Context: an optimization exercise on an open-source flow, tuned for small area, a short achievable clock period and few clock cycles. The choices shown serve that exercise and are no tape-out recipe. Where RTL was checked, it was by simulation tests only, not by an equivalence proof against the original. Function not checked in runs 1, 2 and 8: the RTL went through the layout flow alone. No activity file was given, so power comes from the tool's default toggle rates.

**flow/flow/run.sh**
```bash
#!/bin/bash
# Standard layout, with the smallest buffer on every port.
set -euo pipefail
bash standard.sh "BUFFER_PORTS_ARGS=-buffer_cell sky130_fd_sc_hd__buf_1" finish > standard.log 2>&1
```
**flow/standard.sh**
```bash
#!/bin/bash
# synth_recipe.tcl (not shown) runs the flow's synth.tcl, then flattens the netlist and writes it again
# the make line also repeats each setting of config.mk as NAME=value (left out here)
make -C /OpenROAD-flow-scripts/flow DESIGN_CONFIG=/design/flow/config.mk WORK_HOME=/design/flow/orfs CLKGATE_MAP_FILE= SYNTH_SCRIPT=/design/flow/synth_recipe.tcl "${@:-finish}"
```
**flow/config.mk**
```make
export PLATFORM = sky130hd
export DESIGN_NAME = sbi_monitor
export DESIGN_NICKNAME = sbi_monitor
export VERILOG_FILES = /design/flow/design.v
export SDC_FILE = /design/flow/constraint.sdc
export NUM_CORES = 4
export LEC_CHECK = 0
export CAP_MARGIN = 20
export CORE_MARGIN = 2
export CORE_UTILIZATION = 40
export SLEW_MARGIN = 20
```
**flow/constraint.sdc**
```tcl
create_clock -name core_clock -period 10.0 [get_ports {clk}]
set_input_delay 2.0000 -clock core_clock [delete_from_list [all_inputs] [get_ports {clk}]]
set_output_delay 2.0000 -clock core_clock [all_outputs]
set_load 0.01 [all_outputs]
```
**flow/design.v**
```verilog
module sbi_monitor (
    input  wire         clk,
    input  wire         rst,
    input  wire         svc_start,
    output wire         svc_ready,
    output wire         svc_done,
    output wire         svc_pending,
    output wire         svc_err,
    output wire         mem_req,
    output wire         mem_we,
    output wire         mem_batch,
    output wire [3:0]   mem_word,
    output wire [31:0]  mem_wdata,
    input  wire         mem_ack,
    input  wire         mem_ok,
    input  wire [255:0] mem_rdata,
    output wire         fatal,
    output wire         rst_req_valid,
    output wire [31:0]  rst_req_type,
    output wire [31:0]  rst_req_reason,
    output wire         ev_valid,
    output wire [1:0]   ev_kind,
    output wire [4:0]   ev_len,
    output wire [127:0] ev_line
);
    localparam [31:0] EID_CONSOLE = 32'h0000_0001;
    localparam [31:0] EID_BASE    = 32'h0000_0010;
    localparam [31:0] EID_SRST    = 32'h5352_5354;
    localparam [7:0]  NEWLINE     = 8'h0A;
    reg s_poll, s_read, s_werr, s_wval, s_clr, s_done;
    reg req_q, we_q, w0_q, w3_q, rdy_q;
    reg [1:0] retry;
    reg fatal_q, pend_q, err_q;
    reg c_putc;        
    reg c_nl;          
    reg c_rst;         
    reg c_f1;          
    reg c_v24;         
    reg c_f2;          
    reg c_lsb;         
    reg [7:0]  c_chr;  
    reg [63:0] stg;    
    reg wd_e;          
    reg wd_f1;         
    reg wd_24;         
    reg [7:0] wd_lo;   
    reg [127:0] lb;
    reg [4:0]   len;
    reg         w_pend;    
    reg         nl_pend;   
    reg         r_pend;    
    reg         rv_q;
    reg [31:0]  rt_q, rr_q;
    reg         ev_v;
    reg [1:0]   ev_k;
    wire [31:0] r_eid = mem_rdata[31:0];
    wire [31:0] r_fid = mem_rdata[63:32];
    wire [31:0] r_a0  = mem_rdata[95:64];
    wire fid_hi0  = (r_fid[31:3] == 29'd0);
    wire fid0     = fid_hi0 && (r_fid[2:0] == 3'd0);
    wire is_base  = (r_eid == EID_BASE);
    wire d_putc   = (r_eid == EID_CONSOLE) && fid0;
    wire d_rst    = (r_eid == EID_SRST) && fid0;
    wire d_base   = is_base && fid_hi0 && (r_fid[2:0] != 3'd7);
    wire d_uns    = !(d_putc || d_rst || d_base);
    wire probe    = (r_a0 == EID_BASE) || (r_a0 == EID_CONSOLE) || (r_a0 == EID_SRST);
    wire bf0      = is_base && fid0;
    wire bf1      = is_base && fid_hi0 && (r_fid[2:0] == 3'd1);
    wire bf2      = is_base && fid_hi0 && (r_fid[2:0] == 3'd2);
    wire bf3      = is_base && fid_hi0 && (r_fid[2:0] == 3'd3);
    wire bf6      = is_base && fid_hi0 && (r_fid[2:0] == 3'd6);
    wire [7:0] val_lo = ({8{c_putc}} & c_chr) | {5'd0, c_f2, c_f2, c_lsb};
    assign svc_ready   = rdy_q;
    assign svc_done    = s_done;
    assign svc_pending = pend_q;
    assign svc_err     = err_q;
    assign mem_req   = req_q;
    assign mem_we    = we_q;
    assign mem_batch = s_read;
    assign mem_word  = {w3_q, 1'b0, s_wval, w0_q};
    assign mem_wdata = {wd_e,  wd_f1, wd_e,  wd_e,  wd_e,  wd_f1, wd_f1, wd_24,
                        wd_e,  wd_f1, wd_e,  wd_e,  wd_e,  wd_f1, wd_e,  wd_e,
                        wd_e,  wd_f1, wd_e,  wd_e,  wd_f1, wd_f1, wd_e,  wd_f1,
                        wd_lo};
    assign fatal          = fatal_q;
    assign rst_req_valid  = rv_q;
    assign rst_req_type   = rt_q;
    assign rst_req_reason = rr_q;
    assign ev_valid = ev_v;
    assign ev_kind  = ev_k;
    assign ev_len   = len;
    assign ev_line  = {lb[127:64], stg};
    wire start     = svc_start && rdy_q;
    wire poll_nz   = (mem_rdata[31:0] != 32'd0);
    wire fail      = mem_ack && !mem_ok && req_q;
    wire last_fail = fail && (retry == 2'd3);
    wire commit    = s_clr && mem_ack && mem_ok;
    wire fin       = fail || commit || (s_poll && mem_ack && mem_ok && !poll_nz);
    wire adv_read  = s_poll && mem_ack && mem_ok && poll_nz;
    wire adv_werr  = s_read && mem_ack && mem_ok;
    wire adv_wval  = s_werr && mem_ack && mem_ok;
    wire adv_clr   = s_wval && mem_ack && mem_ok;
    integer k;
    always @(posedge clk) begin
        if (rst) begin
            s_poll  <= 1'b0;
            s_read  <= 1'b0;
            s_werr  <= 1'b0;
            s_wval  <= 1'b0;
            s_clr   <= 1'b0;
            s_done  <= 1'b0;
            req_q   <= 1'b0;
            we_q    <= 1'b0;
            w0_q    <= 1'b0;
            w3_q    <= 1'b0;
            rdy_q   <= 1'b1;
            retry   <= 2'd0;
            fatal_q <= 1'b0;
            rv_q    <= 1'b0;
            ev_v    <= 1'b0;
            w_pend  <= 1'b0;
            nl_pend <= 1'b0;
            r_pend  <= 1'b0;
            len     <= 5'd0;
        end else begin
            s_poll <= start || (s_poll && !mem_ack);
            s_read <= adv_read || (s_read && !mem_ack);
            s_werr <= adv_werr || (s_werr && !mem_ack);
            s_wval <= adv_wval || (s_wval && !mem_ack);
            s_clr  <= adv_clr || (s_clr && !mem_ack);
            s_done <= fin;
            req_q  <= start || (req_q && !fin);
            we_q   <= adv_werr || (we_q && !fin);
            w0_q   <= adv_read || adv_werr || ((s_read || s_werr) && !mem_ack);
            w3_q   <= adv_werr || adv_wval || ((s_werr || s_wval) && !mem_ack);
            if (start) begin
                rdy_q  <= 1'b0;
                pend_q <= 1'b0;
                err_q  <= 1'b0;
            end
            if (fin)
                rdy_q <= !last_fail;
            if (s_poll && mem_ack)
                pend_q <= mem_ok && poll_nz;
            if (fail) begin
                err_q <= 1'b1;
                retry <= retry + 2'd1;
            end else if (fin) begin
                retry <= 2'd0;
            end
            if (last_fail)
                fatal_q <= 1'b1;
            ev_v    <= last_fail || (commit && ((c_putc && (c_nl || len[4])) || c_rst));
            w_pend  <= commit && c_putc && !c_nl;
            nl_pend <= commit && c_putc && c_nl;
            r_pend  <= commit && c_rst;
            if (last_fail)
                ev_k <= 2'd2;
            else if (commit)
                ev_k <= {1'b0, c_rst};
            if (nl_pend)
                len <= 5'd0;
            else if (w_pend)
                len <= len[4] ? 5'd1 : len + 5'd1;
            if (r_pend)
                rv_q <= 1'b1;
        end
        if (s_read) begin
            wd_e  <= d_uns;
            wd_f1 <= d_uns;
            wd_24 <= d_uns;
            wd_lo <= {{7{d_uns}}, 1'b0};
        end else if (s_werr) begin
            if (mem_ack) begin
                wd_e  <= 1'b0;
                wd_f1 <= c_f1;
                wd_24 <= c_v24;
                wd_lo <= val_lo;
            end
        end else if (!s_wval || mem_ack) begin
            wd_e  <= 1'b0;
            wd_f1 <= 1'b0;
            wd_24 <= 1'b0;
            wd_lo <= 8'd0;
        end
        if (s_read) begin
            stg    <= mem_rdata[127:64];
            c_chr  <= r_a0[7:0];
            c_putc <= d_putc;
            c_nl   <= (r_a0[7:0] == NEWLINE);
            c_rst  <= d_rst;
            c_f1   <= bf1;
            c_v24  <= bf0 || bf1;
            c_f2   <= bf2;
            c_lsb  <= bf2 || bf6 || (bf3 && probe);
        end else if (s_clr && c_putc) begin
            stg <= lb[63:0];
        end
        for (k = 0; k < 16; k = k + 1)
            if (w_pend && len[3:0] == k)
                lb[8*k +: 8] <= c_chr;
        if (r_pend) begin
            rt_q <= stg[31:0];
            rr_q <= stg[63:32];
        end
    end
endmodule
```
==> impl_metrics.json, run 1 <==
{
  "leakage_nw": 4.39,
  "initial_utilization_pct": 40.8,
  "grt_pass1_wl_mm": 39.8,
  "yosys_warnings": 1,
  "power_density_nw_per_um2": 184,
  "final_area_um2": 13900,
  "cts_buffers": 31,
  "die-area_um2": 30900,
  "crit_path_top_delay_cell": "nor4_1",
  "async_flop_share_pct": 0,
  "cp-end-kind": "flop",
  "run_status": "timing/DRC/antenna clean",
  "clock-sinks": 310,
  "ys_types": 47,
  "syn_to_final_growth_pct": 17.9,
  "dp_hpwl_mm": 19.3,
  "layout_worst_path_cycle_share_pct": 36.4,
  "grt_pass1_vias": 6553,
  "cp_data_required_time_ns": 10.38,
  "syn_avg_cell_area_um2": 17.1,
  "drc": 0,
  "path_max_fanout": 2,
  "final_antenna_net_count": 0,
  "row_count": 62,
  "ys_seq_elements": 310,
  "antenna_cells": 0,
  "worst_pin_slew_ns": 1.05,
  "hp-class": "flop to flop",
  "syn_nets": 958,
  "yosysSeqAreaShare_pct": 76.6,
  "wl_per_cell_um": 20.0,
  "final_common_cell": "buf_1",
  "grt_usage_pct": 17.3,
  "holdPathStages": 0,
  "cts_resized": 0,
  "gp_congestion": 0.801,
  "syn_area_um2": 11800,
  "synth-compound-area-share_pct": 2.51,
  "post-route-min-period_ns": 3.64,
  "clock_path_buffers": 3,
  "rsz0062_at_grt": "false",
  "finalClockSkew_ns": 0.0140,
  "synth_mux_area_share_pct": 6.45,
  "drive_gt1_share_pct": 11.2,
  "dr.pass1.iters": 5,
  "clk_pin_slew_ns": 0.06,
  "arrival_ns": 4.02,
  "critical_path.max_stage_delay_ns": 0.64,
  "clock_latency_ns": 0.55,
  "h-tree-depth": 1,
  "ys_top_cells_by_area": "edfxtp_1 72%, buf_4 5.8%, mux2_2 5.6%",
  "core_um2": 28900,
  "timing.fmax_mhz": 275,
  "fin_tns_setup_ns": 0,
  "cts_tree": "built",
  "ioPinCount": 506,
  "fill_cells": 2578,
  "maxSlewHeadroom_pct": 30.0,
  "grt_max_degree": 66,
  "via_count": 6837,
  "r2r_slack_ns": 7.70,
  "synth_xor_area_share_pct": 0.0741,
  "netlist.area_leader.share_pct": 72.4,
  "ff2ff_path_depth": 2,
  "most-common-layout-cells": "376 x buf_1, 285 x edfxtp_1, 59 x mux2_2",
  "finalMaxSlewViolations": 0,
  "yosys_most_used_dff": "edfxtp_1",
  "seq_area_um2": 9070,
  "multiInputGateArea_um2": 1980,
  "synth_edf_count": 285,
  "cp-start-kind": "input pin",
  "totalWireLength_mm": 28.0,
  "ctsHoldBuffers": 0,
  "cts_setup_buffers": 0,
  "drtIter0Drc": 445,
  "crit_path_cell_trace": "buf_1 -> nor4_1 -> nand4_1 -> nor4_1 -> o21ai_0 -> a21oi_1",
  "cts-root-buf": "clkbuf_16",
  "cp_common_cell": "nor4_1",
  "max-vdd-ir-drop_v": 0.000124,
  "dieHeight_um": 176,
  "finalSetupViolations": 0,
  "fin_nets": 1263,
  "io_buffers": 376,
  "antenna_found_initial": 0,
  "hold_viol_final": 0,
  "postSynthCellCount": 692,
  "viasPerCell": 4.88,
  "dpl_cell_area_um2": 13000,
  "synth_top_family_by_area": "simple AND/OR/NAND/NOR gates",
  "grt_overflow_total": 0,
  "synth_fa_ha_area_share_pct": 0.529,
  "max_cap_violations": 0,
  "synth_area_leader_cell": "edfxtp_1",
  "critical_path_class": "input pin to flop",
  "die-width_um": 176,
  "synthSimpleGateAreaFrac_pct": 7.06
}
-- where the power goes --
| part | internal (mW) | switching [mW] | leakage [nW] | total [mW] |
|---|---|---|---|---|
| Sequential | 1.41 | 0.0114 | 2.79 | 1.42 |
| Combinational | 0.0266 | 0.0393 | 1.15 | 0.0659 |
| Clock | 0.614 | 0.463 | 0.455 | 1.08 |
| Total | 2.05 | 0.514 | 4.39 | 2.56 |
-- critical path, delay by kind of cell --
family	cells	cell delay, ns
compound gates	2	0.59
buf+inv	1	0.11
simple gates	3	1.32
-- worst paths after layout --
| path | to | startpoint |
|---|---|---|
| max | c_lsb | mem_rdata[95] |
| min | rt_q[15] | stg[15] |
| max reg2reg | stg[6] | s_read |
| min reg2reg | rt_q[15] | stg[15] |
-- layer usage --
layer  share of wire (%)  up-vias  GRT usage, %  wire [um]
met1                  42     3317          22.3      11700
met5                   0        -             0          0
met4                 2.2        0          4.51        622
met2                  48      325          29.3      13300
met3                 8.4       42          4.48       2350
li1                    -     3153             -          -
-- per-stage QoR --
step	hold slack, ns	instances	setup WS (ns)	utilization [%]	total power [mW]
4_1_cts	0.445	1402	6.41	48.2	2.59
5_1_grt	0.455	1402	6.32	48.2	2.64
2_1_floorplan	0.428	692	6.31	-	1.48
3_5_place_dp	0.432	1348	5.87	44.9	1.51
6_report	0.447	1402	6.36	48.2	2.56
3_3_place_gp	0.433	1348	5.92	44.9	1.51
-- Yosys cell counts (7+ instances only) --
library cell / count
a21oi_1: 21
and2_1: 14
buf_4: 92
clkbuf_1: 15
dfxtp_1: 25
edfxtp_1: 285
inv_1: 11
mux2_2: 59
nand2_1: 25
nand2b_1: 8
nand3_1: 10
nor2_1: 14
nor3_1: 14
nor4_1: 18
o21ai_1: 7
or4_1: 7
-- registers in the layout (all words and copies together), names as in the netlist, 2 cells and up --
| name | flops |
|---|---|
| c_chr | 8 |
| ev_k | 2 |
| lb | 128 |
| len | 5 |
| retry | 2 |
| rr_q | 32 |
| rt_q | 32 |
| stg | 64 |
| wd_lo | 8 |
-- layout make-up --
class	instances	share of cell area [%]
timing repair buffer	379	10.3
clock inverter	18	0.997
inverter	12	0.323
sequential	310	65.1
clock buffer	36	5.70
multi-input combinational	263	14.2
tap	384	3.45
-- cells by family after synthesis --
family | after synthesis
simple gates | 141
flops | 310
fa+ha+maj | 5
buf+inv | 119
compound gates | 47
xor+xnor | 1
other cells | 1
mux | 68
==> run 2, diff against run 1 <==
==> flow/run.sh (new file) <==
#!/bin/bash
# synth_recipe.tcl (not shown) runs the flow's synth.tcl, then flattens the netlist and writes it again
# the make line also repeats each setting of config.mk as NAME=value (left out here)
make -C /OpenROAD-flow-scripts/flow DESIGN_CONFIG=/design/flow/config.mk WORK_HOME=/design/flow/orfs CLKGATE_MAP_FILE= SYNTH_SCRIPT=/design/flow/synth_recipe.tcl finish
removed: flow/flow/run.sh
removed: flow/standard.sh
==> impl_metrics.json, run 2 <==
{
  "run_status": "timing/DRC/antenna clean",
  "max_cap_violations": 0,
  "cts_buffers": 34,
  "fill_cells": 2330,
  "async_flop_share_pct": 0,
  "grt_pass1_vias": 6757,
  "finalSetupViolations": 0,
  "max-vdd-ir-drop_v": 0.0000853,
  "die-width_um": 176,
  "power_density_nw_per_um2": 167,
  "critical_path_class": "input pin to flop",
  "fin_ws_ns": 6.04,
  "cp-end-kind": "flop",
  "fin_tns_setup_ns": 0,
  "gp_congestion": 0.840,
  "initial_utilization_pct": 40.8,
  "critical-path-top-delay-family": "simple AND/OR/NAND/NOR gates",
  "worst_pin_slew_ns": 1.07,
  "clock-sinks": 310,
  "viasPerCell": 4.83,
  "synth_area_leader_cell": "edfxtp_1",
  "cts-root-buf": "clkbuf_16",
  "dp_hpwl_mm": 20.5,
  "dieHeight_um": 176,
  "path_depth": 6,
  "hold_viol_final": 0,
  "yosys_warnings": 1,
  "synth_common_cells": "285 x edfxtp_1, 92 x buf_4, 59 x mux2_2",
  "clk_pin_slew_ns": 0.05,
  "pre_cts_slack_ns": 5.59,
  "die-area_um2": 30900,
  "crit_start": "mem_rdata[95]",
  "row_count": 62,
  "yosysSeqAreaShare_pct": 76.6,
  "via_count": 6784,
  "critical_path.max_stage_delay_ns": 0.64,
  "dr.pass1.iters": 6,
  "grt_pass1_wl_mm": 42.8,
  "rsz0062_at_grt": "false",
  "clock_path_buffers": 3,
  "crit_path_cell_trace": "clkdlybuf4s50_1 -> nor4_1 -> nand4_1 -> nor4_1 -> o21ai_0 -> a21oi_1",
  "top_register": "lb",
  "ys_top_cells_by_area": "edfxtp_1 72%, buf_4 5.8%, mux2_2 5.6%",
  "crit_path_end": "c_lsb",
  "reg2reg_from": "s_read",
  "grt_max_degree": 66,
  "totalWireLength_mm": 29.5,
  "finalMaxSlewViolations": 0,
  "drive_gt1_share_pct": 11.4,
  "core_um2": 28900,
  "cts_setup_buffers": 0,
  "final_common_cell": "clkdlybuf4s50_1",
  "clock_latency_ns": 0.50,
  "syn_to_final_growth_pct": 39.0,
  "ff2ff_path_depth": 5,
  "wl_per_cell_um": 21.0,
  "ys_seq_elements": 310,
  "postSynthCellCount": 692,
  "cp-start-kind": "input pin",
  "hp-class": "flop to flop",
  "arrival_ns": 4.29,
  "synth_edf_count": 285,
  "path_max_fanout": 2,
  "final_antenna_net_count": 0,
  "cts_resized": 0,
  "ys_types": 47,
  "drc": 0,
  "h-tree-depth": 2,
  "syn_avg_cell_area_um2": 17.1,
  "layout_worst_path_cycle_share_pct": 39.6,
  "cp_common_cell": "nor4_1",
  "ctsHoldBuffers": 0,
  "grt_overflow_total": 0,
  "r2r_slack_ns": 7.74,
  "antenna_found_initial": 1,
  "cp_data_required_time_ns": 10.33,
  "maxSlewHeadroom_pct": 28.9,
  "fin_nets": 1265,
  "cts_tree": "built",
  "post-route-min-period_ns": 3.96,
  "io_buffers": 376,
  "syn_area_um2": 11800,
  "synth.most_common_cell": "edfxtp_1",
  "most-common-layout-cells": "376 x clkdlybuf4s50_1, 285 x edfxtp_1, 59 x mux2_2",
  "drtIter0Drc": 377,
  "biggestRegsByFlops": "lb: 128 flops, stg: 64 flops",
  "antenna_cells": 0,
  "finalClockSkew_ns": 0.0193,
  "timing.fmax_mhz": 253,
  "netlist.area_leader.share_pct": 72.4,
  "largest_reg_flops": 128,
  "syn_nets": 958,
  "yosys_most_used_dff": "edfxtp_1",
  "grt_usage_pct": 18.8,
  "crit_path_top_delay_cell": "nor4_1",
  "ioPinCount": 506,
  "path_buf_inv": 1,
  "leakage_nw": 5.46,
  "r2r-end": "wd_lo[3]"
}
==> run 2: cell count changes in the layout (fill, tap and decap cells not counted), moves of 3 or more <==
cell / previous run / this run
clkbuf_16: 31 / 35
clkdlybuf4s50_1: 0 / 376
buf_1: 376 / 0
clkinv_1: 9 / 6
clkbuf_1: 5 / 10
==> run 2: layout make-up <==
cell class | instances | area, um^2 | area share [%]
clock buffer | 45 | 913 | 5.56
tap | 384 | 480 | 2.92
timing repair buffer | 378 | 3780 | 23.0
sequential | 310 | 9070 | 55.2
multi-input combinational | 263 | 1980 | 12.0
clock inverter | 14 | 169 | 1.03
inverter | 12 | 45.0 | 0.274
==> run 2: worst register-to-register path: stages (launching register included) <==
cell,delay (ns)
dfxtp_4,0.64
buf_4,0.72
nor2b_1,0.21
and2_1,0.27
nand2_1,0.09
o21ai_1,0.08
==> run 2: metal layers <==
metal  global-route usage, %  wire (um)  share of wire, %  vias to the layer above
li1                        -          -                 -                     3153
met1                    24.2      12300                42                     3307
met2                    31.5      14300                48                      294
met3                    5.80       2570               8.7                       28
met4                    3.96        369               1.3                        2
met5                       0         13             0.044                        -
==> run 2: where the power goes <==
| group | internal [mW] | leakage [nW] | switching (mW) |
|---|---|---|---|
| registers | 1.41 | 2.79 | 0.0112 |
| clock network | 0.744 | 0.522 | 0.472 |
| logic | 0.0712 | 2.14 | 0.0394 |
==> run 2: how the worst min path moves through the flow <==
stage	start	endpoint	slack (ns)	depth (start not counted)
after CTS	stg[20]	rt_q[20]	0.45	0
after global routing	stg[48]	rr_q[16]	0.46	0
after floorplan	c_nl	w_pend	0.43	1
after detailed placement	stg[20]	rt_q[20]	0.43	0
final	stg[8]	rt_q[8]	0.45	0
after global placement	stg[10]	rt_q[10]	0.43	0
==> run 2: per-stage QoR <==
stage | hold slack [ns] | power (mW) | std cells | cell area [um^2] | utilization (%)
2_1_floorplan | 0.428 | 1.48 | 692 | 11800 | -
3_3_place_gp | 0.432 | 1.56 | 1347 | 15300 | 53.0
3_5_place_dp | 0.433 | 1.56 | 1347 | 15300 | 53.0
4_1_cts | 0.448 | 2.78 | 1406 | 16400 | 56.8
5_1_grt | 0.464 | 2.84 | 1406 | 16400 | 56.8
6_report | 0.447 | 2.75 | 1406 | 16400 | 56.8
==> run 2: cell families (layout without fill, tap and decap cells) <==
logic type	Yosys count	count (layout)	share of synthesized area, %
buffers and inverters	119	449	6.70
xor gates and xnor gates	1	1	0.0741
AOI/OAI and AO/OA	47	47	2.51
DFF	310	310	76.6
other	1	1	0.0317
and+or+nand+nor	141	141	7.06
muxes	68	68	6.45
adders and majority gates	5	5	0.529
==> run 3, diff against run 2 <==
--- a/flow/design.v
+++ b/flow/design.v
@@ -37,7 +37,8 @@
     reg c_f1;          
     reg c_v24;         
     reg c_f2;          
-    reg c_lsb;         
+    reg c_f3;          
+    reg c_f6;          
     reg [7:0]  c_chr;  
     reg [63:0] stg;    
     reg wd_e;          
@@ -63,13 +64,15 @@
     wire d_rst    = (r_eid == EID_SRST) && fid0;
     wire d_base   = is_base && fid_hi0 && (r_fid[2:0] != 3'd7);
     wire d_uns    = !(d_putc || d_rst || d_base);
-    wire probe    = (r_a0 == EID_BASE) || (r_a0 == EID_CONSOLE) || (r_a0 == EID_SRST);
     wire bf0      = is_base && fid0;
     wire bf1      = is_base && fid_hi0 && (r_fid[2:0] == 3'd1);
     wire bf2      = is_base && fid_hi0 && (r_fid[2:0] == 3'd2);
     wire bf3      = is_base && fid_hi0 && (r_fid[2:0] == 3'd3);
     wire bf6      = is_base && fid_hi0 && (r_fid[2:0] == 3'd6);
-    wire [7:0] val_lo = ({8{c_putc}} & c_chr) | {5'd0, c_f2, c_f2, c_lsb};
+    wire probe = (stg[31:0] == EID_BASE) || (stg[31:0] == EID_CONSOLE) ||
+                 (stg[31:0] == EID_SRST);
+    wire [7:0] val_lo = ({8{c_putc}} & c_chr) |
+                        {5'd0, c_f2, c_f2, c_f2 | c_f6 | (c_f3 & probe)};
     assign svc_ready   = rdy_q;
     assign svc_done    = s_done;
     assign svc_pending = pend_q;
@@ -192,7 +195,8 @@
             c_f1   <= bf1;
             c_v24  <= bf0 || bf1;
             c_f2   <= bf2;
-            c_lsb  <= bf2 || bf6 || (bf3 && probe);
+            c_f3   <= bf3;
+            c_f6   <= bf6;
         end else if (s_clr && c_putc) begin
             stg <= lb[63:0];
         end
==> flow/flow/run.sh (new file) <==
#!/bin/bash
# Standard layout, with the smallest buffer on every port.
set -euo pipefail
bash standard.sh "BUFFER_PORTS_ARGS=-buffer_cell sky130_fd_sc_hd__buf_1" finish > standard.log 2>&1
==> flow/standard.sh (new file) <==
#!/bin/bash
# synth_recipe.tcl (not shown) runs the flow's synth.tcl, then flattens the netlist and writes it again
# the make line also repeats each setting of config.mk as NAME=value (left out here)
make -C /OpenROAD-flow-scripts/flow DESIGN_CONFIG=/design/flow/config.mk WORK_HOME=/design/flow/orfs CLKGATE_MAP_FILE= SYNTH_SCRIPT=/design/flow/synth_recipe.tcl "${@:-finish}"
--- a/flow/config.mk
+++ b/flow/config.mk
@@ -5,7 +5,9 @@
 export SDC_FILE = /design/flow/constraint.sdc
 export NUM_CORES = 4
 export LEC_CHECK = 0
+export ABC_CLOCK_PERIOD_IN_PS = 2000
 export CAP_MARGIN = 20
 export CORE_MARGIN = 2
 export CORE_UTILIZATION = 40
+export CTS_BUF_LIST = sky130_fd_sc_hd__clkbuf_4 sky130_fd_sc_hd__clkbuf_8
 export SLEW_MARGIN = 20
removed: flow/run.sh
==> impl_metrics.json, run 3 <==
{
  "totalWireLength_mm": 28.5,
  "drc": 0,
  "gp_congestion": 0.778,
  "cp-start-kind": "flop",
  "ctsHoldBuffers": 0,
  "hold_end": "rr_q[27]",
  "initial_utilization_pct": 40.9,
  "dieHeight_um": 176,
  "core_um2": 28900,
  "reg2reg_from": "s_read",
  "synth_edf_count": 286,
  "postSynthCellCount": 691,
  "viasPerCell": 4.83,
  "async_flop_share_pct": 0,
  "grt_usage_pct": 18.0,
  "min_from": "stg[59]",
  "critical_path_class": "flop to primary output",
  "synth_area_leader_cell": "edfxtp_1",
  "clock_latency_ns": 0.57,
  "yosys_most_used_dff": "edfxtp_1",
  "cts_buffers": 50,
  "clk_pin_slew_ns": 0.06,
  "grt_pass1_vias": 6876,
  "wl_per_cell_um": 19.8,
  "most-common-layout-cells": "376 x buf_1, 286 x edfxtp_1, 65 x mux2_2",
  "die-width_um": 176,
  "antenna_found_initial": 0,
  "max_cap_violations": 0,
  "crit_path_cell_trace": "buf_1",
  "fill_cells": 2561,
  "final_common_cell": "buf_1",
  "drtIter0Drc": 364,
  "critical-path-top-delay-family": "flip-flops",
  "power_density_nw_per_um2": 183,
  "biggestRegsByFlops": "lb: 128 flops, stg: 64 flops",
  "final_antenna_net_count": 0,
  "finalClockSkew_ns": 0.0297,
  "cts-root-buf": "clkbuf_8",
  "maxSlewHeadroom_pct": 34.4,
  "r2r_slack_ns": 7.66,
  "synth_common_cells": "286 x edfxtp_1, 94 x buf_4, 65 x mux2_2",
  "row_count": 62,
  "drive_gt1_share_pct": 14.7,
  "yosysSeqAreaShare_pct": 76.8,
  "hold_viol_final": 0,
  "synth_fa_ha_area_share_pct": 0.528,
  "hp-class": "flop to flop",
  "synth-compound-area-share_pct": 2.44,
  "fin_nets": 1277,
  "layout_worst_path_cycle_share_pct": 34.6,
  "total_power_mw": 2.56,
  "top_register": "lb",
  "run_status": "timing/DRC/antenna clean",
  "dr.pass1.iters": 4,
  "cts_setup_buffers": 0,
  "netlist.area_leader.share_pct": 72.5,
  "path_max_fanout": 36,
  "crit_path_top_delay_cell": "dfxtp_4",
  "synth_xor_area_share_pct": 0.0740,
  "grt_overflow_total": 0,
  "clock_path_buffers": 3,
  "ys_seq_elements": 311,
  "ioPinCount": 506,
  "path_buf_inv": 1,
  "clock-sinks": 311,
  "finalMaxSlewViolations": 0,
  "grt_max_degree": 66,
  "ys_types": 51,
  "synth_mux_area_share_pct": 6.44,
  "ys_top_cells_by_area": "edfxtp_1 73%, mux2_2 6.2%, buf_4 6.0%",
  "ff2ff_path_depth": 5,
  "worst_pin_slew_ns": 0.983,
  "timing.fmax_mhz": 289,
  "finalSetupViolations": 0,
  "cts_resized": 0,
  "max-vdd-ir-drop_v": 0.0000733,
  "grt_pass1_wl_mm": 41.6,
  "die-area_um2": 31000,
  "h-tree-depth": 2,
  "arrival_ns": 1.46,
  "post-route-min-period_ns": 3.46,
  "fin_tns_setup_ns": 0,
  "yosys_warnings": 1,
  "cp-end-kind": "primary output",
  "synthSimpleGateAreaFrac_pct": 6.87,
  "io_buffers": 376,
  "rsz0062_at_grt": "false",
  "leakage_nw": 4.48,
  "syn_avg_cell_area_um2": 17.1,
  "synth.most_common_cell": "edfxtp_1",
  "syn_area_um2": 11800,
  "syn_nets": 957,
  "final_core_utilization_pct": 48.3,
  "cp_data_required_time_ns": 8.00,
  "critical_path.max_stage_delay_ns": 0.69,
  "r2r-end": "wd_lo[6]",
  "via_count": 6938,
  "largest_reg_flops": 128,
  "syn_to_final_growth_pct": 18.1,
  "dp_hpwl_mm": 19.4,
  "holdPathStages": 0,
  "synth_top_family_by_area": "simple AND/OR/NAND/NOR gates",
  "cts_tree": "built"
}
[run 3: cells by family after synthesis]
| group | after synthesis |
|---|---|
| AND/OR/NAND/NOR | 141 |
| AO/OA/AOI/OAI | 42 |
| flip-flops | 311 |
| XOR/XNOR | 1 |
| multiplexers | 68 |
| buffers and inverters | 122 |
| other | 1 |
| adder cells (fa/ha/maj) | 5 |
[run 3: worst max-delay path by stage]
stage | start | end | slack [ns] | cells past startpoint
finish | s_read | mem_batch | 6.54 | 1
global route | s_read | mem_batch | 6.44 | 1
CTS | s_read | mem_batch | 6.48 | 1
detailed placement | mem_rdata[23] | c_f3 | 6.09 | 6
global placement | mem_rdata[23] | c_f3 | 6.11 | 6
floorplan | mem_rdata[33] | wd_lo[1] | 6.58 | 6
[run 3: area by class of cell]
cell class	instances	area [um^2]	share of cell area, %
Inverter	13	48.8	0.349
Clock inverter	25	168	1.20
Antenna cell	1	2.50	0.0179
Tap cell	384	480	3.44
Timing Repair Buffer	377	1420	10.1
Clock buffer	67	822	5.88
Multi-Input combinational cell	258	1950	13.9
Sequential cell	311	9100	65.1
[run 3: metal layers]
layer	routed length, um	track usage [%]	part of all wire [%]	vias to the layer above
met5	0	0	0	-
li1	-	-	-	3191
met1	12100	23.8	43	3399
met2	13900	29.9	49	307
met4	470	5.06	1.7	0
met3	2020	3.94	7.1	41
[run 3: per-stage QoR]
stage                     hold WS [ns]  std cells  instance area, um^2  setup slack, ns
final                            0.447       1436                14000             6.54
after CTS                        0.449       1435                14000             6.48
after floorplan                  0.428        691                11800             6.58
after global routing             0.471       1435                14000             6.44
after detailed placement         0.436       1343                13000             6.09
after global placement           0.435       1343                13000             6.11
[run 3: power breakdown]
part           leakage (nW)  switching (mW)  internal (mW)  total (mW)
Combinational          1.16          0.0343         0.0260      0.0602
Sequential             2.80          0.0125           1.41        1.43
Clock                 0.518           0.490          0.588        1.08
Total                  4.48           0.537           2.03        2.56
Testbench counts of run 3, summed over its fixed seeds: cycles 6,880.
==> run 4, diff against run 3 <==
--- a/flow/config.mk
+++ b/flow/config.mk
@@ -9,5 +9,4 @@
 export CAP_MARGIN = 20
 export CORE_MARGIN = 2
 export CORE_UTILIZATION = 40
-export CTS_BUF_LIST = sky130_fd_sc_hd__clkbuf_4 sky130_fd_sc_hd__clkbuf_8
 export SLEW_MARGIN = 20
==> impl_metrics.json, run 4 <==
{
  "largest_reg_flops": 128,
  "drtIter0Drc": 389,
  "grt_max_degree": 66,
  "cp_data_required_time_ns": 8.00,
  "die-width_um": 176,
  "leakage_nw": 4.44,
  "ys_seq_elements": 311,
  "finalMaxSlewViolations": 0,
  "ys_top_cells_by_area": "edfxtp_1 73%, mux2_2 6.2%, buf_4 6.0%",
  "critical_path.max_stage_delay_ns": 0.70,
  "clock_path_buffers": 3,
  "clock-sinks": 311,
  "viasPerCell": 4.85,
  "dp_hpwl_mm": 19.4,
  "hp-class": "flop to flop",
  "critical-path-top-delay-family": "flip-flops",
  "syn_avg_cell_area_um2": 17.1,
  "critical_path_class": "flop to primary output",
  "run_status": "timing/DRC/antenna clean",
  "yosys_warnings": 1,
  "crit_path_cell_trace": "buf_1",
  "final_common_cell": "buf_1",
  "max_cap_violations": 0,
  "max-vdd-ir-drop_v": 0.000109,
  "postSynthCellCount": 691,
  "clk_pin_slew_ns": 0.06,
  "hold_viol_final": 0,
  "cts-root-buf": "clkbuf_16",
  "path_max_fanout": 36,
  "dieHeight_um": 176,
  "grt_pass1_wl_mm": 40.9,
  "fin_nets": 1258,
  "finalClockSkew_ns": 0.0156,
  "antenna_cells": 0,
  "syn_to_final_growth_pct": 18.0,
  "place_inst": 1343,
  "synth_area_leader_cell": "edfxtp_1",
  "ioPinCount": 506,
  "crit_path_top_delay_cell": "dfxtp_4",
  "fin_tns_setup_ns": 0,
  "hold_end": "rr_q[15]",
  "drc": 0,
  "grt_overflow_total": 0,
  "cts_tree": "built",
  "synth.most_common_cell": "edfxtp_1",
  "die-area_um2": 31000,
  "row_count": 62,
  "hold_slack_ns": 0.449,
  "cts_setup_buffers": 0,
  "most-common-layout-cells": "376 x buf_1, 286 x edfxtp_1, 65 x mux2_2",
  "layout_worst_path_cycle_share_pct": 34.6,
  "fin_ws_ns": 6.54,
  "cp-end-kind": "primary output",
  "r2r-end": "wd_lo[5]",
  "gp_congestion": 0.778,
  "stdcell_count": 1400,
  "post-route-min-period_ns": 3.46,
  "async_flop_share_pct": 0,
  "yosysSeqAreaShare_pct": 76.8,
  "cts_buffers": 31,
  "ff2ff_path_depth": 5,
  "io_buffers": 376,
  "cts_resized": 0,
  "clock_latency_ns": 0.55,
  "worst_pin_slew_ns": 0.989,
  "biggestRegsByFlops": "lb: 128 flops, stg: 64 flops",
  "core_um2": 28900,
  "r2r_slack_ns": 7.66,
  "maxSlewHeadroom_pct": 34.1,
  "wl_per_cell_um": 20.1,
  "path_buf_inv": 1,
  "arrival_ns": 1.46,
  "antenna_found_initial": 0,
  "ys_types": 51,
  "holdPathStages": 0,
  "yosys_most_used_dff": "edfxtp_1",
  "min_from": "stg[47]",
  "syn_nets": 957,
  "synth_edf_count": 286,
  "ctsHoldBuffers": 0,
  "initial_utilization_pct": 40.9,
  "grt_usage_pct": 17.6,
  "top_register": "lb",
  "dr.pass1.iters": 4,
  "via_count": 6784,
  "finalSetupViolations": 0,
  "synth_common_cells": "286 x edfxtp_1, 94 x buf_4, 65 x mux2_2",
  "totalWireLength_mm": 28.1,
  "power_density_nw_per_um2": 187,
  "drive_gt1_share_pct": 12.1,
  "rsz0062_at_grt": "false",
  "syn_area_um2": 11800,
  "cp-start-kind": "flop",
  "timing.fmax_mhz": 289,
  "final_antenna_net_count": 0,
  "netlist.area_leader.share_pct": 72.5,
  "grt_pass1_vias": 6672,
  "h-tree-depth": 1,
  "reg2reg_from": "s_read",
  "pre_cts_slack_ns": 6.09
}
==> run 4: cell count changes in the layout (fill, tap and decap cells not counted), moves of 4 or more <==
cell,change
clkinv_2,+4
clkbuf_16,+31
clkbuf_1,+6
clkinv_1,-10
clkbuf_8,-51
clkbuf_4,-16
==> run 4: power by group <==
part	leakage, nW	switching, mW	total (mW)	internal [mW]
clock	0.483	0.477	1.12	0.645
sequential	2.80	0.0124	1.43	1.41
combinational	1.16	0.0341	0.0601	0.0260
==> run 4: routing by layer <==
| metal | GRT usage [%] | up-vias | wire length [um] |
|---|---|---|---|
| met3 | 2.95 | 36 | 1740 |
| li1 | - | 3142 | - |
| met2 | 29.8 | 289 | 13700 |
| met4 | 4.10 | 0 | 490 |
| met5 | 0 | - | 0 |
| met1 | 23.7 | 3317 | 12200 |
==> run 4: area by class of cell <==
type | count | area (um^2)
Sequential cell | 311 | 9100
Clock buffer | 37 | 798
Timing Repair Buffer | 377 | 1420
Multi-Input combinational cell | 258 | 1950
Fill cell | 2557 | 15000
Inverter | 13 | 48.8
Clock inverter | 20 | 179
Tap cell | 384 | 480
==> run 4: cell families after synthesis <==
| logic type | after synthesis | share of synthesized area (%) |
|---|---|---|
| other cells | 1 | 0.0317 |
| fa+ha+maj | 5 | 0.528 |
| buf+inv | 122 | 6.86 |
| simple gates | 141 | 6.87 |
| compound gates | 42 | 2.44 |
| mux | 68 | 6.44 |
| flops | 311 | 76.8 |
| xor+xnor | 1 | 0.0740 |
==> run 4: metrics by stage <==
stage,instance area [um^2],power (mW),util (%)
6_report,14000,2.61,48.3
5_1_grt,14000,2.69,48.3
4_1_cts,14000,2.64,48.3
3_5_place_dp,13000,1.52,44.9
3_3_place_gp,13000,1.51,44.9
2_1_floorplan,11800,1.48,-
==> run 4: how the worst max path moves through the flow <==
| stage | to | start | slack [ns] | cells past startpoint |
|---|---|---|---|---|
| after floorplan | wd_lo[1] | mem_rdata[33] | 6.58 | 6 |
| after global placement | c_f3 | mem_rdata[23] | 6.11 | 6 |
| after detailed placement | c_f3 | mem_rdata[23] | 6.09 | 6 |
| after CTS | mem_batch | s_read | 6.48 | 1 |
| after global routing | mem_batch | s_read | 6.45 | 1 |
| final | mem_batch | s_read | 6.54 | 1 |
==> run 4: worst reg2reg max path, stage by stage, from the launching register on <==
cell	delay, ns
dfxtp_4	0.70
buf_4	0.70
nor2b_1	0.25
and2_1	0.26
nand2_1	0.09
o31ai_1	0.09
==> run 5, diff against run 4 <==
==> flow/flow/run.sh (replaced) <==
#!/bin/bash
# Standard layout, with the smallest buffer on every port, and timing repair
# aiming at 7 ns of setup slack.
set -euo pipefail
bash standard.sh "BUFFER_PORTS_ARGS=-buffer_cell sky130_fd_sc_hd__buf_1" SETUP_SLACK_MARGIN=7 finish > standard.log 2>&1
--- a/flow/config.mk
+++ b/flow/config.mk
@@ -5,7 +5,6 @@
 export SDC_FILE = /design/flow/constraint.sdc
 export NUM_CORES = 4
 export LEC_CHECK = 0
-export ABC_CLOCK_PERIOD_IN_PS = 2000
 export CAP_MARGIN = 20
 export CORE_MARGIN = 2
 export CORE_UTILIZATION = 40
==> impl_metrics.json, run 5 <==
{
  "yosys_most_used_dff": "edfxtp_1",
  "final_antenna_net_count": 0,
  "leakage_nw": 5.64,
  "fin_nets": 1337,
  "synth_common_cells": "286 x edfxtp_1, 94 x buf_4, 65 x mux2_2",
  "fin_ws_ns": 6.82,
  "maxSlewHeadroom_pct": 29.3,
  "top_register": "lb",
  "timing.fmax_mhz": 315,
  "grt_overflow_total": 0,
  "drtIter0Drc": 586,
  "yosysSeqAreaShare_pct": 76.8,
  "wl_per_cell_um": 20.3,
  "hold_viol_final": 0,
  "clock_latency_ns": 0.50,
  "cts_tree": "built",
  "layout_worst_path_cycle_share_pct": 31.8,
  "die-width_um": 176,
  "max_cap_violations": 0,
  "clock-sinks": 311,
  "finalSetupViolations": 0,
  "netlist.area_leader.share_pct": 72.5,
  "grt_usage_pct": 18.5,
  "fill_cells": 2424,
  "rsz0062_at_grt": "true",
  "seq_area_um2": 9130,
  "synth.most_common_cell": "edfxtp_1",
  "ioPinCount": 506,
  "biggestRegsByFlops": "lb: 128 flops, stg: 64 flops",
  "core_um2": 28900,
  "clk_pin_slew_ns": 0.06,
  "final_common_cell": "edfxtp_1",
  "antenna_found_initial": 1,
  "viasPerCell": 4.82,
  "crit_path_cell_trace": "buf_6 -> buf_6",
  "synth_edf_count": 286,
  "cp_data_required_time_ns": 8.00,
  "initial_utilization_pct": 40.9,
  "critical_path_class": "flop to primary output",
  "pre_cts_slack_ns": 6.27,
  "ys_seq_elements": 311,
  "dp_hpwl_mm": 19.6,
  "syn_nets": 957,
  "crit_path_top_delay_cell": "edfxtp_1",
  "cts-root-buf": "clkbuf_16",
  "path_max_fanout": 4,
  "critical_path.max_stage_delay_ns": 0.42,
  "hp-class": "flop to flop",
  "total_power_mw": 2.71,
  "clock_path_buffers": 3,
  "gp_congestion": 0.817,
  "worst_pin_slew_ns": 1.06,
  "largest_reg_flops": 128,
  "grt_pass1_vias": 6947,
  "dr.pass1.iters": 6,
  "cp_common_cell": "buf_6",
  "row_count": 62,
  "cp-end-kind": "primary output",
  "multiInputGateArea_um2": 2280,
  "via_count": 7120,
  "syn_avg_cell_area_um2": 17.1,
  "synth_area_leader_cell": "edfxtp_1",
  "postSynthCellCount": 691,
  "cp-start-kind": "flop",
  "run_status": "timing/DRC/antenna clean",
  "ctsHoldBuffers": 0,
  "die-area_um2": 31000,
  "finalClockSkew_ns": 0.0184,
  "yosys_warnings": 1,
  "grt_pass1_wl_mm": 42.8,
  "drive_gt1_share_pct": 41.3,
  "async_flop_share_pct": 0,
  "grt_max_degree": 66,
  "syn_area_um2": 11800,
  "hold_slack_ns": 0.443,
  "syn_to_final_growth_pct": 30.2,
  "finalMaxSlewViolations": 0,
  "cts_buffers": 34,
  "ys_types": 51,
  "power_density_nw_per_um2": 176,
  "drc": 0,
  "ys_top_cells_by_area": "edfxtp_1 73%, mux2_2 6.2%, buf_4 6.0%",
  "max-vdd-ir-drop_v": 0.000142,
  "h-tree-depth": 2,
  "totalWireLength_mm": 30.0,
  "fin_tns_setup_ns": 0,
  "arrival_ns": 1.18,
  "dieHeight_um": 176,
  "io_buffers": 376,
  "final_core_utilization_pct": 53.3,
  "most-common-layout-cells": "286 x edfxtp_1, 172 x buf_1, 153 x clkbuf_2",
  "post-route-min-period_ns": 3.18
}
[run 5: cell counts after synthesis]
Identical to the previous run, type by type.
[run 5: cell families (layout without fill, tap and decap cells)]
logic type / count (synthesis) / after routing / synth area share, %
and+or+nand+nor: 141 / 143 / 6.87
xor gates and xnor gates: 1 / 1 / 0.0740
muxes: 68 / 68 / 6.44
DFF: 311 / 311 / 76.8
AOI/OAI and AO/OA: 42 / 42 / 2.44
buffers and inverters: 122 / 522 / 6.86
adders and majority gates: 5 / 5 / 0.528
other: 1 / 2 / 0.0317
[run 5: routing by layer]
metal / track usage, % / routed length [um]
met2: 31.2 / 14900
met5: 0 / 0
met1: 24.9 / 12600
met3: 3.92 / 2020
met4: 3.86 / 463
[run 5: final cells by class]
| cell class | instances | area share (%) |
|---|---|---|
| antenna | 1 | 0.0162 |
| clock buffer | 45 | 6.06 |
| clock inverter | 13 | 0.893 |
| inverter | 13 | 0.317 |
| multi-input combinational | 260 | 14.8 |
| sequential | 311 | 59.2 |
| tap | 384 | 3.12 |
| timing repair buffer | 451 | 15.6 |
[run 5: worst max-delay path, delay by kind of cell, from the launching register on]
family                 cells  cell delay [ns]
buffers and inverters      2             0.27
DFF                        1             0.42
[run 5: where the power goes]
part           switching [mW]  internal, mW
clock                   0.474         0.731
combinational          0.0455        0.0394
sequential            0.00914          1.41
[run 5: what timing repair did]
action	CTS	global route
pin swaps	14	13
gates resized for setup	105	198
buffers inserted	58	16
gates cloned	2	0
endpoints found under the setup margin	237	265
[run 5: path summary, 6_finish.rpt]
kind,from,depth (start not counted),end,slack [ns]
worst max-delay path,wd_f1,2,mem_wdata[11],6.82
worst min-delay path,stg[54],0,rr_q[22],0.44
worst max register to register,s_read,6,wd_lo[4],7.69
worst min register to register,stg[54],0,rr_q[22],0.44
[run 5: per-stage QoR]
stage / instance area [um^2] / cells
6_report: 15400 / 1478
5_1_grt: 15400 / 1477
4_1_cts: 14900 / 1461
3_5_place_dp: 13100 / 1343
3_3_place_gp: 13100 / 1343
2_1_floorplan: 12000 / 691
==> run 6, diff against run 5 <==
==> flow/flow/run.sh (replaced) <==
#!/bin/bash
# Standard layout, with the smallest buffer on every port, and timing repair
# aiming at 6.8 ns of setup slack.
set -euo pipefail
bash standard.sh "BUFFER_PORTS_ARGS=-buffer_cell sky130_fd_sc_hd__buf_1" SETUP_SLACK_MARGIN=6.8 finish > standard.log 2>&1
--- a/flow/config.mk
+++ b/flow/config.mk
@@ -5,6 +5,7 @@
 export SDC_FILE = /design/flow/constraint.sdc
 export NUM_CORES = 4
 export LEC_CHECK = 0
+export ABC_CLOCK_PERIOD_IN_PS = 2000
 export CAP_MARGIN = 20
 export CORE_MARGIN = 2
 export CORE_UTILIZATION = 40
==> impl_metrics.json, run 6 <==
{
  "critical_path_class": "flop to primary output",
  "rsz0062_at_grt": "true",
  "final_antenna_net_count": 0,
  "synth_common_cells": "286 x edfxtp_1, 94 x buf_4, 65 x mux2_2",
  "most-common-layout-cells": "368 x buf_1, 286 x edfxtp_1, 65 x mux2_2",
  "finalMaxSlewViolations": 0,
  "clock_latency_ns": 0.50,
  "path_max_fanout": 14,
  "die-area_um2": 31000,
  "grt_pass1_wl_mm": 41.7,
  "ff2ff_path_depth": 6,
  "layout_worst_path_cycle_share_pct": 31.9,
  "ys_seq_elements": 311,
  "core_um2": 28900,
  "place_inst": 1344,
  "drive_gt1_share_pct": 15.6,
  "yosys_most_used_dff": "edfxtp_1",
  "r2r-end": "wd_lo[7]",
  "final_core_utilization_pct": 49.3,
  "reg2reg_from": "s_read",
  "synth_edf_count": 286,
  "grt_usage_pct": 18.2,
  "drtIter0Drc": 525,
  "cp-end-kind": "primary output",
  "seq_area_um2": 9100,
  "post-route-min-period_ns": 3.19,
  "fin_tns_setup_ns": 0,
  "initial_utilization_pct": 40.9,
  "pre_cts_slack_ns": 6.21,
  "syn_area_um2": 11800,
  "die-width_um": 176,
  "grt_overflow_total": 0,
  "yosys_warnings": 1,
  "row_count": 62,
  "fin_nets": 1273,
  "r2r_slack_ns": 7.74,
  "leakage_nw": 4.57,
  "synth.most_common_cell": "edfxtp_1",
  "ioPinCount": 506,
  "largest_reg_flops": 128,
  "clock-sinks": 311,
  "ys_types": 51,
  "hold_end": "rr_q[1]",
  "yosysSeqAreaShare_pct": 76.8,
  "biggestRegsByFlops": "lb: 128 flops, stg: 64 flops",
  "fill_cells": 2525,
  "top_register": "lb",
  "cts-root-buf": "clkbuf_16",
  "fin_ws_ns": 6.81,
  "max_cap_violations": 0,
  "clk_pin_slew_ns": 0.06,
  "syn_to_final_growth_pct": 20.4,
  "netlist.area_leader.share_pct": 72.5,
  "cts_buffers": 34,
  "worst_pin_slew_ns": 0.988,
  "async_flop_share_pct": 0,
  "postSynthCellCount": 691,
  "arrival_ns": 1.19,
  "ctsHoldBuffers": 0,
  "maxSlewHeadroom_pct": 34.1,
  "clock_path_buffers": 3,
  "totalWireLength_mm": 29.2,
  "gp_congestion": 0.815,
  "antenna_cells": 0,
  "synth_area_leader_cell": "edfxtp_1",
  "run_status": "timing/DRC/antenna clean",
  "multiInputGateArea_um2": 2050,
  "cp-start-kind": "flop",
  "power_density_nw_per_um2": 186,
  "wl_per_cell_um": 20.6,
  "dp_hpwl_mm": 19.9,
  "dr.pass1.iters": 5,
  "syn_avg_cell_area_um2": 17.1,
  "holdPathStages": 0,
  "final_common_cell": "buf_1",
  "syn_nets": 957,
  "cts_tree": "built",
  "stdcell_count": 1414,
  "grt_pass1_vias": 6578,
  "via_count": 6898,
  "h-tree-depth": 2,
  "antenna_found_initial": 0,
  "timing.fmax_mhz": 313,
  "max-vdd-ir-drop_v": 0.0000926,
  "min_from": "stg[33]",
  "cp_data_required_time_ns": 8.00,
  "ys_top_cells_by_area": "edfxtp_1 73%, mux2_2 6.2%, buf_4 6.0%",
  "viasPerCell": 4.88,
  "hp-class": "flop to flop",
  "finalClockSkew_ns": 0.0145,
  "grt_max_degree": 66,
  "finalSetupViolations": 0,
  "hold_viol_final": 0,
  "io_buffers": 376,
  "drc": 0,
  "dieHeight_um": 176
}
==> run 6: cell counts after synthesis <==
Identical to the previous run, type by type.
==> run 6: metrics by stage <==
step | hold WS, ns | area, um^2 | power (mW)
finish | 0.445 | 14300 | 2.65
detailed placement | 0.432 | 13100 | 1.52
global placement | 0.431 | 13100 | 1.52
CTS | 0.446 | 14200 | 2.68
floorplan | 0.428 | 11900 | 1.48
global route | 0.463 | 14300 | 2.74
==> run 6: metal layers <==
metal  share of wire, %  routed length (um)  GRT usage (%)
met5                  0                   0              0
met4                1.7                 505           4.58
met1                 42               12300           24.2
met3                6.6                1930           3.75
met2                 50               14500           30.5
==> run 6: area by class of cell <==
cell class,count,area share [%]
multi-input combinational,258,14.3
tap,384,3.37
clock buffer,38,6.14
inverter,13,0.342
sequential,311,63.9
timing repair buffer,389,10.9
clock inverter,21,1.08
==> run 6: worst max-delay path by stage <==
stage | from | endpoint | slack [ns] | depth (start not counted)
floorplan | mem_rdata[17] | wd_lo[1] | 6.70 | 6
global placement | mem_rdata[10] | wd_lo[2] | 6.30 | 6
detailed placement | mem_rdata[7] | c_f3 | 6.21 | 6
CTS | wd_e | mem_wdata[19] | 6.78 | 2
global route | wd_e | mem_wdata[19] | 6.76 | 2
finish | wd_e | mem_wdata[19] | 6.81 | 2
==> run 6: kinds of logic after synthesis <==
logic type | count (synthesis) | share of synthesized area [%]
flip-flops | 311 | 76.8
AND/OR/NAND/NOR | 141 | 6.87
other | 1 | 0.0317
XOR/XNOR | 1 | 0.0740
buffers and inverters | 122 | 6.86
AO/OA/AOI/OAI | 42 | 2.44
multiplexers | 68 | 6.44
adder cells (fa/ha/maj) | 5 | 0.528
==> run 6: what timing repair did <==
action | CTS | global route
resized for setup | 5 | 19
setup endpoints to repair | 29 | 44
pin swaps | 0 | 1
setup buffers | 4 | 7
hold endpoints to repair | 0 | 0
==> run 6: power breakdown <==
part | internal, mW | switching, mW
clock | 0.661 | 0.497
combinational | 0.0283 | 0.0401
sequential | 1.41 | 0.0106
==> run 6: critical path, stage by stage (launching register included) <==
cell      delay (ns)
edfxtp_1        0.41
buf_12          0.16
clkbuf_2        0.12
==> run 7, diff against run 6 <==
--- a/flow/config.mk
+++ b/flow/config.mk
@@ -9,4 +9,6 @@
 export CAP_MARGIN = 20
 export CORE_MARGIN = 2
 export CORE_UTILIZATION = 40
+export CTS_CLUSTER_DIAMETER = 80
+export CTS_CLUSTER_SIZE = 30
 export SLEW_MARGIN = 20
==> impl_metrics.json, run 7 <==
{
  "synth_xor_area_share_pct": 0.0740,
  "finalSetupViolations": 0,
  "top_register": "lb",
  "max_cap_violations": 0,
  "cp-end-kind": "primary output",
  "dp_hpwl_mm": 19.9,
  "timing.fmax_mhz": 313,
  "multiInputGateArea_um2": 2050,
  "grt_pass1_vias": 6343,
  "initial_utilization_pct": 40.9,
  "critical_path_class": "flop to primary output",
  "run_status": "timing/DRC/antenna clean",
  "max-vdd-ir-drop_v": 0.0000830,
  "synth_edf_count": 286,
  "switching_share_pct": 20.5,
  "synth_top_family_by_area": "simple AND/OR/NAND/NOR gates",
  "ys_seq_elements": 311,
  "ys_top_cells_by_area": "edfxtp_1 73%, mux2_2 6.2%, buf_4 6.0%",
  "via_count": 6728,
  "synth-compound-area-share_pct": 2.44,
  "synth_common_cells": "286 x edfxtp_1, 94 x buf_4, 65 x mux2_2",
  "power_density_nw_per_um2": 160,
  "syn_nets": 957,
  "synth_mux_area_share_pct": 6.44,
  "use_met2_pct": 30.1,
  "syn_area_um2": 11800,
  "total_power_mw": 2.21,
  "cts-root-buf": "clkbuf_16",
  "viasPerCell": 4.86,
  "synthSimpleGateAreaFrac_pct": 6.87,
  "grt_max_degree": 66,
  "grt_busiest_layer": "met2",
  "met1_usage_pct": 23.8,
  "grtUsageMet3_pct": 3.40,
  "synth_fa_ha_area_share_pct": 0.528,
  "cts_tree": "built",
  "die-width_um": 176,
  "clock_path_buffers": 3,
  "grt_overflow_total": 0,
  "final_common_cell": "buf_1",
  "ys_types": 51,
  "biggestRegsByFlops": "lb: 128 flops, stg: 64 flops",
  "syn_to_final_growth_pct": 16.2,
  "dieHeight_um": 176,
  "net-switching-power_mw": 0.453,
  "internal_power_mw": 1.75,
  "largest_reg_flops": 128,
  "hp-class": "flop to flop",
  "seq_power_share_pct": 64.5,
  "grt_usage_pct": 17.7,
  "fin_tns_setup_ns": 0,
  "yosysSeqAreaShare_pct": 76.8,
  "syn_avg_cell_area_um2": 17.1,
  "h-tree-depth": 1,
  "fin_nets": 1262,
  "maxSlewHeadroom_pct": 33.4,
  "dr.pass1.iters": 4,
  "clk_pin_slew_ns": 0.10,
  "postSynthCellCount": 691,
  "clock-sinks": 311,
  "place_inst": 1344,
  "stdcell_count": 1385,
  "grt_pass1_wl_mm": 40.6,
  "hold_viol_final": 0,
  "p_comb_share_pct": 3.1,
  "gp_congestion": 0.815,
  "ioPinCount": 506,
  "layout_worst_path_cycle_share_pct": 32.0,
  "path_max_fanout": 14,
  "async_flop_share_pct": 0,
  "row_count": 62,
  "cp_data_required_time_ns": 8.00,
  "yosys_warnings": 1,
  "clock_latency_ns": 0.50,
  "cts_buffers": 15,
  "cp-start-kind": "flop",
  "synth_area_leader_cell": "edfxtp_1",
  "synth.most_common_cell": "edfxtp_1",
  "most-common-layout-cells": "367 x buf_1, 286 x edfxtp_1, 65 x mux2_2",
  "hold_slack_ns": 0.456,
  "leakage_nw": 4.34,
  "drive_gt1_share_pct": 14.4,
  "wl_per_cell_um": 20.7,
  "post-route-min-period_ns": 3.20,
  "fill_cells": 2560,
  "finalClockSkew_ns": 0.0148,
  "worst_pin_slew_ns": 0.999,
  "drtIter0Drc": 573,
  "io_buffers": 376,
  "yosys_most_used_dff": "edfxtp_1",
  "seq_area_um2": 9100,
  "rsz0062_at_grt": "true",
  "core_um2": 28900,
  "antenna_found_initial": 0,
  "netlist.area_leader.share_pct": 72.5,
  "p_clk_share_pct": 32.4,
  "arrival_ns": 1.20,
  "die-area_um2": 31000,
  "totalWireLength_mm": 28.7,
  "drc": 0,
  "antenna_cells": 0,
  "final_antenna_net_count": 0,
  "finalMaxSlewViolations": 0
}
run 7: routing by layer:
layer,part of all wire (%),wire length [um]
met5,0,0
met4,1.4,412
met3,6.9,1970
met2,50,14200
met1,42,12100
run 7: through the flow:
| step | utilization [%] | worst slack (ns) | instance area [um^2] |
|---|---|---|---|
| 2_1_floorplan | - | 6.70 | 11900 |
| 3_3_place_gp | 45.1 | 6.30 | 13100 |
| 3_5_place_dp | 45.1 | 6.21 | 13100 |
| 5_1_grt | 47.6 | 6.75 | 13800 |
| 4_1_cts | 47.0 | 6.76 | 13600 |
| 6_report | 47.6 | 6.80 | 13800 |
run 7: final cells by class:
| type | instances | area share [%] |
|---|---|---|
| Timing Repair Buffer | 397 | 11.7 |
| Clock inverter | 6 | 0.618 |
| Multi-Input combinational cell | 258 | 14.9 |
| Sequential cell | 311 | 66.2 |
| Inverter | 13 | 0.355 |
| Tap cell | 384 | 3.49 |
| Clock buffer | 16 | 2.76 |
run 7: logic make-up after synthesis:
kind of cell    count (synthesis)
xor+xnor                        1
fa+ha+maj                       5
mux                            68
other cells                     1
simple gates                  141
buf+inv                       122
flops                         311
compound gates                 42
run 7: what timing repair did:
action / in CTS / in global routing
hold endpoints to repair: 0 / 0
cloned: 0 / 0
pin swaps: 0 / 1
buffers inserted: 4 / 15
hold buffers: 0 / 0
gates resized for setup: 5 / 22
setup endpoints to repair: 27 / 50
run 7: power groups by stage:
stage | logic [mW] | registers [mW] | clock network (mW)
6_report | 0.0691 | 1.42 | 0.715
5_1_grt | 0.0763 | 1.42 | 0.779
4_1_cts | 0.0680 | 1.42 | 0.736
3_5_place_dp | 0.0643 | 1.45 | 0
3_3_place_gp | 0.0635 | 1.45 | 0
2_1_floorplan | 0.0298 | 1.45 | 0
run 7: worst max-delay path, cell delays in order (launching register included):
cell and delay, ns:
edfxtp_1 0.42, buf_12 0.16, clkbuf_2 0.12
run 7: worst paths after layout:
check	start	to	slack, ns	depth (start not counted)
setup reg to reg	s_read	wd_lo[7]	7.75	6
hold reg to reg	stg[33]	rr_q[1]	0.46	0
hold / removal	stg[33]	rr_q[1]	0.46	0
setup / recovery	wd_e	mem_wdata[19]	6.80	2
==> run 8, diff against run 7 <==
--- a/flow/design.v
+++ b/flow/design.v
@@ -53,7 +53,6 @@
     reg         rv_q;
     reg [31:0]  rt_q, rr_q;
     reg         ev_v;
-    reg [1:0]   ev_k;
     wire [31:0] r_eid = mem_rdata[31:0];
     wire [31:0] r_fid = mem_rdata[63:32];
     wire [31:0] r_a0  = mem_rdata[95:64];
@@ -90,7 +89,7 @@
     assign rst_req_type   = rt_q;
     assign rst_req_reason = rr_q;
     assign ev_valid = ev_v;
-    assign ev_kind  = ev_k;
+    assign ev_kind  = {fatal_q, r_pend};
     assign ev_len   = len;
     assign ev_line  = {lb[127:64], stg};
     wire start     = svc_start && rdy_q;
@@ -157,10 +156,6 @@
             w_pend  <= commit && c_putc && !c_nl;
             nl_pend <= commit && c_putc && c_nl;
             r_pend  <= commit && c_rst;
-            if (last_fail)
-                ev_k <= 2'd2;
-            else if (commit)
-                ev_k <= {1'b0, c_rst};
             if (nl_pend)
                 len <= 5'd0;
             else if (w_pend)
==> impl_metrics.json, run 8 <==
{
  "run_status": "timing/DRC/antenna clean",
  "critical_path_class": "input pin to flop",
  "r2r_slack_ns": 7.90,
  "synth.most_common_cell": "edfxtp_1",
  "crit_path_cell_trace": "buf_1 -> or3_4 -> nor4_2 -> nand4_1 -> o32ai_4 -> buf_12 -> o21ai_0",
  "ff2ff_path_depth": 6,
  "finalClockSkew_ns": 0.0205,
  "synth_area_leader_cell": "edfxtp_1",
  "core_um2": 28900,
  "cp-start-kind": "input pin",
  "final_area_um2": 14000,
  "fin_nets": 1263,
  "leakage_nw": 4.39,
  "total_power_mw": 2.29,
  "met1_usage_pct": 24.2,
  "hold_viol_final": 0,
  "cp_data_required_time_ns": 10.26,
  "reg2reg_from": "s_read",
  "grtUsageMet3_pct": 3.27,
  "fin_tns_setup_ns": 0,
  "worst_pin_slew_ns": 1.05,
  "max_cap_violations": 0,
  "final_antenna_net_count": 0,
  "totalWireLength_mm": 29.0,
  "drtIter0Drc": 500,
  "syn_nets": 952,
  "yosys_warnings": 1,
  "syn_to_final_growth_pct": 18.1,
  "cts-root-buf": "clkbuf_16",
  "crit_start": "mem_rdata[27]",
  "async_flop_share_pct": 0,
  "clock-sinks": 309,
  "stdcell_count": 1389,
  "arrival_ns": 3.51,
  "row_count": 62,
  "clock_latency_ns": 0.51,
  "crit_path_end": "wd_lo[3]",
  "dp_hpwl_mm": 19.2,
  "ys_top_cells_by_area": "edfxtp_1 72%, mux2_2 6.2%, buf_4 6.0%",
  "synth_common_cells": "284 x edfxtp_1, 94 x buf_4, 65 x mux2_2",
  "final_common_cell": "buf_1",
  "rsz0062_at_grt": "true",
  "die-area_um2": 30900,
  "path_max_fanout": 10,
  "ys_seq_elements": 309,
  "dieHeight_um": 176,
  "timing.fmax_mhz": 308,
  "crit_path_top_delay_cell": "or3_4",
  "ys_types": 51,
  "grt_pass1_wl_mm": 41.3,
  "maxSlewHeadroom_pct": 29.8,
  "io_buffers": 376,
  "final_core_utilization_pct": 48.2,
  "syn_area_um2": 11800,
  "dr.pass1.iters": 4,
  "yosys_most_used_dff": "edfxtp_1",
  "dpl_cell_area_um2": 13000,
  "cts_buffers": 16,
  "largest_reg_flops": 128,
  "grt_max_degree": 65,
  "drc": 0,
  "die-width_um": 176,
  "antenna_found_initial": 1,
  "postSynthCellCount": 686,
  "top_register": "lb",
  "most-common-layout-cells": "363 x buf_1, 284 x edfxtp_1, 65 x mux2_2",
  "netlist.area_leader.share_pct": 72.2,
  "finalSetupViolations": 0,
  "viasPerCell": 4.87,
  "gp_congestion": 0.812,
  "r2r-end": "wd_lo[3]",
  "grt_pass1_vias": 6519,
  "finalMaxSlewViolations": 0,
  "initial_utilization_pct": 40.8,
  "max-vdd-ir-drop_v": 0.0000975,
  "clock_path_buffers": 3,
  "critical_path.max_stage_delay_ns": 0.40,
  "power_density_nw_per_um2": 164,
  "ioPinCount": 506,
  "layout_worst_path_cycle_share_pct": 32.4,
  "wl_per_cell_um": 20.9,
  "hp-class": "flop to flop",
  "place_inst": 1340,
  "ctsHoldBuffers": 0,
  "drive_gt1_share_pct": 15.2,
  "use_met2_pct": 30.8,
  "h-tree-depth": 1,
  "via_count": 6767,
  "biggestRegsByFlops": "lb: 128 flops, stg: 64 flops",
  "synth_edf_count": 284,
  "post-route-min-period_ns": 3.24,
  "yosysSeqAreaShare_pct": 76.4,
  "grt_busiest_layer": "met2",
  "grt_usage_pct": 18.0,
  "grt_overflow_total": 0,
  "cts_tree": "built",
  "syn_avg_cell_area_um2": 17.2,
  "clk_pin_slew_ns": 0.10,
  "cp-end-kind": "flop"
}
[run 8: changes by cell type after synthesis, sizes merged, moves of 3 or more]
| cell | change |
|---|---|
| and2 | +4 |
| clkbuf | -4 |
| inv | -3 |
| nand2 | -3 |
| nand2b | -4 |
| nor4 | -6 |
| o211ai | +3 |
| o21ai | +8 |
| o22ai | +3 |
| o31ai | -6 |
| or3 | +3 |
[run 8: per-stage QoR]
| step | hold slack [ns] | worst slack [ns] |
|---|---|---|
| floorplan | 0.435 | 6.45 |
| global placement | 0.430 | 5.97 |
| detailed placement | 0.433 | 6.00 |
| CTS | 0.460 | 6.76 |
| global route | 0.469 | 6.69 |
| finish | 0.461 | 6.76 |
[run 8: final cells by class]
type	count	area (um^2)
antenna	1	2.50
tap	384	480
timing repair buffer	400	1770
fill	2515	15000
inverter	10	37.5
sequential	309	9040
clock buffer	17	425
clock inverter	8	149
multi-input combinational	260	2050
[run 8: repair_timing]
action / 4_1_cts / 5_1_grt
setup buffers: 18 / 5
endpoints found under the setup margin: 45 / 46
gates resized for setup: 19 / 22
pin swaps: 5 / 5
[run 8: metal layers]
| layer | vias up | share of wire, % |
|---|---|---|
| li1 | 3128 | - |
| met4 | 0 | 1.5 |
| met3 | 27 | 6.5 |
| met5 | - | 0 |
| met2 | 280 | 49 |
| met1 | 3332 | 43 |
[run 8: how the worst min path moves through the flow]
stage | to | from | cells past startpoint | slack, ns
2_1_floorplan | w_pend | c_nl | 1 | 0.43
3_3_place_gp | rr_q[22] | stg[54] | 0 | 0.43
3_5_place_dp | rr_q[9] | stg[41] | 0 | 0.43
4_1_cts | rr_q[9] | stg[41] | 0 | 0.46
5_1_grt | rr_q[9] | stg[41] | 0 | 0.47
6_report | rr_q[13] | stg[45] | 0 | 0.46
[run 8: where the power goes]
group / switching [mW] / internal [mW]
sequential: 0.0108 / 1.40
combinational: 0.0389 / 0.0307
clock: 0.430 / 0.381
total: 0.480 / 1.81
[run 8: cells by family (layout without fill, tap and decap cells)]
kind of cell,after synthesis,after routing,synth area share (%)
adders and majority gates,5,5,0.529
buffers and inverters,117,435,6.70
DFF,309,309,76.4
and+or+nand+nor,140,140,7.23
other,1,2,0.0317
xor gates and xnor gates,1,1,0.0741
AOI/OAI and AO/OA,45,45,2.58
muxes,68,68,6.45
[run 8: critical path, delay by kind of cell]
| kind | cells | cell delay [ns] |
|---|---|---|
| buf+inv | 2 | 0.24 |
| compound gates | 2 | 0.37 |
| simple gates | 3 | 0.89 |

[what the ideal ports hide]
How much do the figures lean on ideal ports? The routed layouts below were timed once more, with nothing changed but the port constraints. Step 1 (the two cells are an assumption about what drives the block):
set clk [get_ports {clk}]
set_driving_cell -lib_cell sky130_fd_sc_hd__clkbuf_16 $clk
set_driving_cell -lib_cell sky130_fd_sc_hd__buf_2 [delete_from_list [all_inputs] $clk]
Step 2, shift: input delay + t, output delay - t, t = (earliest + latest rising clock arrival at the registers) / 2. This alone moves slack from input paths to output paths. a / b / c = ideal ports / drivers / drivers and shift; a / b = the first two.
run | shift t [ns] | setup slack, ns | worst register clock-pin slew, ns
run 1 | 0.595 | 6.362 / 6.390 / 5.796 | 0.06 / 0.06
run 2 | 0.538 | 6.040 / 6.061 / 5.523 | 0.06 / 0.06
run 3 | 0.597 | 6.543 / 6.502 / 6.063 | 0.07 / 0.07
run 4 | 0.591 | 6.543 / 6.497 / 6.108 | 0.06 / 0.06
run 5 | 0.534 | 6.820 / 6.773 / 6.317 | 0.06 / 0.06
run 6 | 0.544 | 6.806 / 6.759 / 6.404 | 0.06 / 0.06
run 7 | 0.538 | 6.800 / 6.755 / 6.416 | 0.11 / 0.11
run 8 | 0.553 | 6.757 / 6.726 / 6.234 | 0.11 / 0.11
After both steps every run listed still meets setup and hold. For run 1, which loses most, drivers alone change the setup slack by +0.028 ns; drivers and shift together by -0.566 ns.
